What follows belongs to an exercise in optimizing a design on an open flow for small area, a short achievable clock period and few clock cycles per item; a production flow would make more cautious choices.
At most, simulation tests tie the RTL to the original design; equivalence was not proved.

## job 6350
==> module aes_mixcol, before the edit <==
module aes_mixcol (
    input  wire [31:0] col,
    input  wire        inv,
    output wire [31:0] y
);
    function [7:0] xt(input [7:0] v);
        xt = {v[6:0], 1'b0} ^ (v[7] ? 8'h1b : 8'h00);
    endfunction
    wire [7:0] a0 = col[31:24];
    wire [7:0] a1 = col[23:16];
    wire [7:0] a2 = col[15:8];
    wire [7:0] a3 = col[7:0];
    wire [7:0] m0 = xt(a0 ^ a1) ^ a1 ^ a2 ^ a3;
    wire [7:0] m1 = xt(a1 ^ a2) ^ a2 ^ a3 ^ a0;
    wire [7:0] m2 = xt(a2 ^ a3) ^ a3 ^ a0 ^ a1;
    wire [7:0] m3 = xt(a3 ^ a0) ^ a0 ^ a1 ^ a2;
    wire [7:0] u  = xt(xt(a0 ^ a2));
    wire [7:0] v  = xt(xt(a1 ^ a3));
    wire [7:0] uv = xt(u ^ v);
    wire [7:0] w0 = inv ? (u ^ uv) : 8'h00;
    wire [7:0] w1 = inv ? (v ^ uv) : 8'h00;
    assign y = {m0 ^ w0, m1 ^ w1, m2 ^ w0, m3 ^ w1};
endmodule
==> module cfc_cipher, before the edit <==
module cfc_cipher (
    input  wire         clk,
    input  wire         rst,       
    input  wire         start,
    input  wire         first,
    input  wire         dec,
    input  wire [127:0] key,
    input  wire [127:0] din,
    output wire         ready,
    output wire         done,
    output wire [127:0] dout
);
    localparam [127:0] DEFAULT_IV = 128'h562e17996d093d28ddb3ba695a2e6f58;
    reg         busy;       
    reg         kexp;       
    reg         fin;        
    reg [3:0]   rnd;        
    reg         done_r;
    reg         mode_dec;   
    reg [127:0] state;      
    reg [127:0] rk;         
    reg [127:0] skey;       
    reg [127:0] blk;        
    reg [127:0] chain;      
    wire accept = ~busy & start;
    assign ready = ~busy;
    assign done  = done_r;
    assign dout  = state;
    reg [7:0] rcon;
    always @(*) begin
        case (rnd)
            4'd1:    rcon = 8'h01;
            4'd2:    rcon = 8'h02;
            4'd3:    rcon = 8'h04;
            4'd4:    rcon = 8'h08;
            4'd5:    rcon = 8'h10;
            4'd6:    rcon = 8'h20;
            4'd7:    rcon = 8'h40;
            4'd8:    rcon = 8'h80;
            4'd9:    rcon = 8'h1b;
            4'd10:   rcon = 8'h36;
            default: rcon = 8'h00;
        endcase
    end
    wire         kback = mode_dec & ~kexp;
    wire [127:0] ks    = busy ? rk : skey;
    wire [31:0]  w0 = ks[127:96];
    wire [31:0]  w1 = ks[95:64];
    wire [31:0]  w2 = ks[63:32];
    wire [31:0]  w3 = ks[31:0];
    wire [31:0]  ksb_in = !busy ? (skey[31:0] ^ skey[63:32]) :
                          kback ? (rk[31:0] ^ rk[63:32]) : rk[31:0];
    wire [31:0]  ksb_out;
    genvar i;
    generate
        for (i = 0; i < 4; i = i + 1) begin : g_ksbox
            aes_sbox u_ks (.a(ksb_in[31-8*i -: 8]), .y(ksb_out[31-8*i -: 8]));
        end
    endgenerate
    wire [31:0]  kt = {ksb_out[23:0], ksb_out[31:24]} ^ {rcon, 24'h0};
    wire [31:0]  f0 = w0 ^ kt;
    wire [31:0]  f1 = w1 ^ f0;
    wire [31:0]  f2 = w2 ^ f1;
    wire [31:0]  f3 = w3 ^ f2;
    wire [127:0] rk_fwd = {f0, f1, f2, f3};
    wire [127:0] rk_bwd = {f0, w1 ^ w0, w2 ^ w1, w3 ^ w2};
    wire         rdec = mode_dec;
    wire [127:0] t;
    wire [127:0] xs_rnd;
    genvar c, r;
    generate
        for (c = 0; c < 4; c = c + 1) begin : g_col
            for (r = 0; r < 4; r = r + 1) begin : g_row
                localparam integer CE = (c + r) % 4;
                localparam integer CD = (c + 4 - r) % 4;
                aes_sbox_ed u_sb (.af(state[127-8*(4*CE+r) -: 8]),
                                  .ai(state[127-8*(4*CD+r) -: 8]),
                                  .k(rk[127-8*(4*c+r) -: 8]),
                                  .inv(rdec),
                                  .y(t[127-8*(4*c+r) -: 8]));
            end
            wire [31:0] tc = t[127-32*c -: 32];
            wire [31:0] mc;
            aes_mixcol u_mc (.col(tc), .inv(rdec), .y(mc));
            assign xs_rnd[127-32*c -: 32] = fin ? tc : mc;
        end
    endgenerate
    wire [127:0] ys_rnd = rdec ? (fin ? chain : 128'h0) : rk_fwd;
    wire [127:0] acc_k  = first ? (DEFAULT_IV ^ key) : (skey ^ (mode_dec ? 128'h0 : state));
    wire [127:0] xs = !busy ? din   : kexp ? blk    : xs_rnd;
    wire [127:0] ys = !busy ? acc_k : kexp ? rk_fwd : ys_rnd;
    wire [127:0] start_key = first ? key : skey;
    wire         start_dec = first ? dec : mode_dec;
    always @(posedge clk) begin
        if (busy | start)
            state <= xs ^ ys;
    end
    always @(posedge clk) begin
        if (rst) begin
            busy   <= 1'b0;
            kexp   <= 1'b0;
            fin    <= 1'b0;
            done_r <= 1'b0;
            rnd    <= 4'd10;
        end else begin
            done_r <= 1'b0;
            if (!busy) begin
                rk <= rk_bwd;      
                if (start) begin
                    busy <= 1'b1;
                    fin  <= 1'b0;
                    if (start_dec) begin
                        if (first) begin
                            rk   <= key;
                            rnd  <= 4'd1;
                            kexp <= 1'b1;
                        end else begin
                            rnd  <= 4'd9;
                        end
                    end else begin
                        if (first) skey <= key;
                        rk    <= start_key;
                        rnd   <= 4'd1;
                    end
                end
            end else if (kexp) begin
                rnd <= rnd + 4'd1;
                if (rnd == 4'd10) begin
                    skey  <= rk_fwd;
                    rnd   <= 4'd9;
                    kexp  <= 1'b0;
                end else begin
                    rk <= rk_fwd;
                end
            end else begin
                if (mode_dec) begin
                    rk  <= rk_bwd;
                    rnd <= rnd - 4'd1;
                    fin <= (rnd == 4'd1);
                end else begin
                    rk  <= rk_fwd;
                    rnd <= rnd + 4'd1;
                    fin <= (rnd == 4'd9);
                end
                if (fin) begin
                    busy   <= 1'b0;
                    done_r <= 1'b1;
                    rnd    <= 4'd10;
                end
            end
        end
    end
    always @(posedge clk) begin
        if (accept & ~rst) begin
            blk <= din;
            if (first) begin
                mode_dec <= dec;
                chain    <= DEFAULT_IV;
            end else begin
                chain    <= blk;
            end
        end
    end
endmodule
make LEC_CHECK=0 CAP_MARGIN=20 CORE_MARGIN=2 CORE_UTILIZATION=65 PLACE_DENSITY=0.75 SETUP_SLACK_MARGIN=1.5 SLEW_MARGIN=20 SYNTH_HIERARCHICAL=1 TNS_END_PERCENT=0 finish   # period 10.0 ns
run.sh (not shown) runs the stock make flow with config.mk's settings and CLKGATE_MAP_FILE= SYNTH_SCRIPT=/design/flow/synth_recipe.tcl, a recipe that flattens the netlist after the stock synthesis.
Testbench counts of job 6350, summed over its fixed seeds: cycles 26,330, blocks 2,182.
What job 1619 does differently from job 6350 at the input level:
diff --git a/flow/design.v b/flow/design.v
--- a/flow/design.v
+++ b/flow/design.v
@@ -94,24 +94,33 @@
 module aes_mixcol (
     input  wire [31:0] col,
-    input  wire        inv,
     output wire [31:0] y
 );
-    function [7:0] xt(input [7:0] v);
-        xt = {v[6:0], 1'b0} ^ (v[7] ? 8'h1b : 8'h00);
-    endfunction
     wire [7:0] a0 = col[31:24];
     wire [7:0] a1 = col[23:16];
     wire [7:0] a2 = col[15:8];
     wire [7:0] a3 = col[7:0];
-    wire [7:0] m0 = xt(a0 ^ a1) ^ a1 ^ a2 ^ a3;
-    wire [7:0] m1 = xt(a1 ^ a2) ^ a2 ^ a3 ^ a0;
-    wire [7:0] m2 = xt(a2 ^ a3) ^ a3 ^ a0 ^ a1;
-    wire [7:0] m3 = xt(a3 ^ a0) ^ a0 ^ a1 ^ a2;
-    wire [7:0] u  = xt(xt(a0 ^ a2));
-    wire [7:0] v  = xt(xt(a1 ^ a3));
-    wire [7:0] uv = xt(u ^ v);
-    wire [7:0] w0 = inv ? (u ^ uv) : 8'h00;
-    wire [7:0] w1 = inv ? (v ^ uv) : 8'h00;
-    assign y = {m0 ^ w0, m1 ^ w1, m2 ^ w0, m3 ^ w1};
+    wire [7:0] x0 = {a0[6:0], 1'b0} ^ (a0[7] ? 8'h1b : 8'h00);
+    wire [7:0] x1 = {a1[6:0], 1'b0} ^ (a1[7] ? 8'h1b : 8'h00);
+    wire [7:0] x2 = {a2[6:0], 1'b0} ^ (a2[7] ? 8'h1b : 8'h00);
+    wire [7:0] x3 = {a3[6:0], 1'b0} ^ (a3[7] ? 8'h1b : 8'h00);
+    assign y[31:24] = x0 ^ (x1 ^ a1) ^ a2 ^ a3;
+    assign y[23:16] = a0 ^ x1 ^ (x2 ^ a2) ^ a3;
+    assign y[15:8]  = a0 ^ a1 ^ x2 ^ (x3 ^ a3);
+    assign y[7:0]   = (x0 ^ a0) ^ a1 ^ a2 ^ x3;
+endmodule
+module aes_inv_pre (
+    input  wire [31:0] col,
+    output wire [31:0] y
+);
+    wire [7:0] a0 = col[31:24];
+    wire [7:0] a1 = col[23:16];
+    wire [7:0] a2 = col[15:8];
+    wire [7:0] a3 = col[7:0];
+    function [7:0] mul4(input [7:0] v);
+        mul4 = {v[5:0], 2'b00} ^ (v[6] ? 8'h1b : 8'h00) ^ (v[7] ? 8'h36 : 8'h00);
+    endfunction
+    wire [7:0] u = mul4(a0 ^ a2);
+    wire [7:0] v = mul4(a1 ^ a3);
+    assign y = {a0 ^ u, a1 ^ v, a2 ^ u, a3 ^ v};
 endmodule
 module cfc_cipher (
@@ -197,6 +206,8 @@
             end
             wire [31:0] tc = t[127-32*c -: 32];
+            wire [31:0] pc;
+            aes_inv_pre u_pre (.col(tc), .y(pc));
             wire [31:0] mc;
-            aes_mixcol u_mc (.col(tc), .inv(rdec), .y(mc));
+            aes_mixcol u_mc (.col(rdec ? pc : tc), .y(mc));
             assign xs_rnd[127-32*c -: 32] = fin ? tc : mc;
         end
Results
[compare] base=job 6350 new=job 1619: total number of sequential cells neither gained nor lost much, data required time at the worst endpoint shows an increase of 0.02 ns, first-iteration DRC count has remained practically unchanged. Between job 6350 and job 1619, the final cell count without fillers is lower for job 1619. Side by side, overall die height turned out higher in job 1619 than in job 6350. The lower utilization after layout of job 6350 and job 1619 is in job 6350. When job 1619 is set beside job 6350, its number of combinational gates with multiple inputs turns out to be 141 smaller. Summary of job 1619 over job 6350: number of buffers inserted during clock tree synthesis picked up an extra 2; hold slack picked up an extra 0.014 ns. Between job 1619 and job 6350, it is job 1619 whose portion of the layout cell area used by non-clock buffers is lower, by 0.27 points. Sort job 6350 and job 1619 by number of nets in the synthesized netlist desc -> top: job 6350.
For job 1619, only the layout was checked, not whether the RTL still works.

==> static timing again, ports no longer ideal <==
How much do the figures lean on ideal ports? The routed layouts below were timed once more, with nothing changed but the port constraints. Step 1 sets driving cells, clkbuf_16 on the clock port and buf_2 on the other inputs (assumed; they add their load-dependent delay and slew). Step 2 also shifts input and output timing later by t, the mid clock arrival at the registers, as if the neighbouring blocks saw the same clock. Three values: no drivers, after step 1, after step 2; two values: the first two.
| run | shift t [ns] | slack for setup (ns) | hold slack, ns |
|---|---|---|---|
| job 6350 | 0.748 | 1.605 / 1.605 / 1.605 | 0.506 / 0.506 / 0.506 |
| job 1619 | 0.778 | 1.418 / 1.418 / 1.418 | 0.520 / 0.520 / 0.520 |
After both steps setup and hold are still met in every run listed.
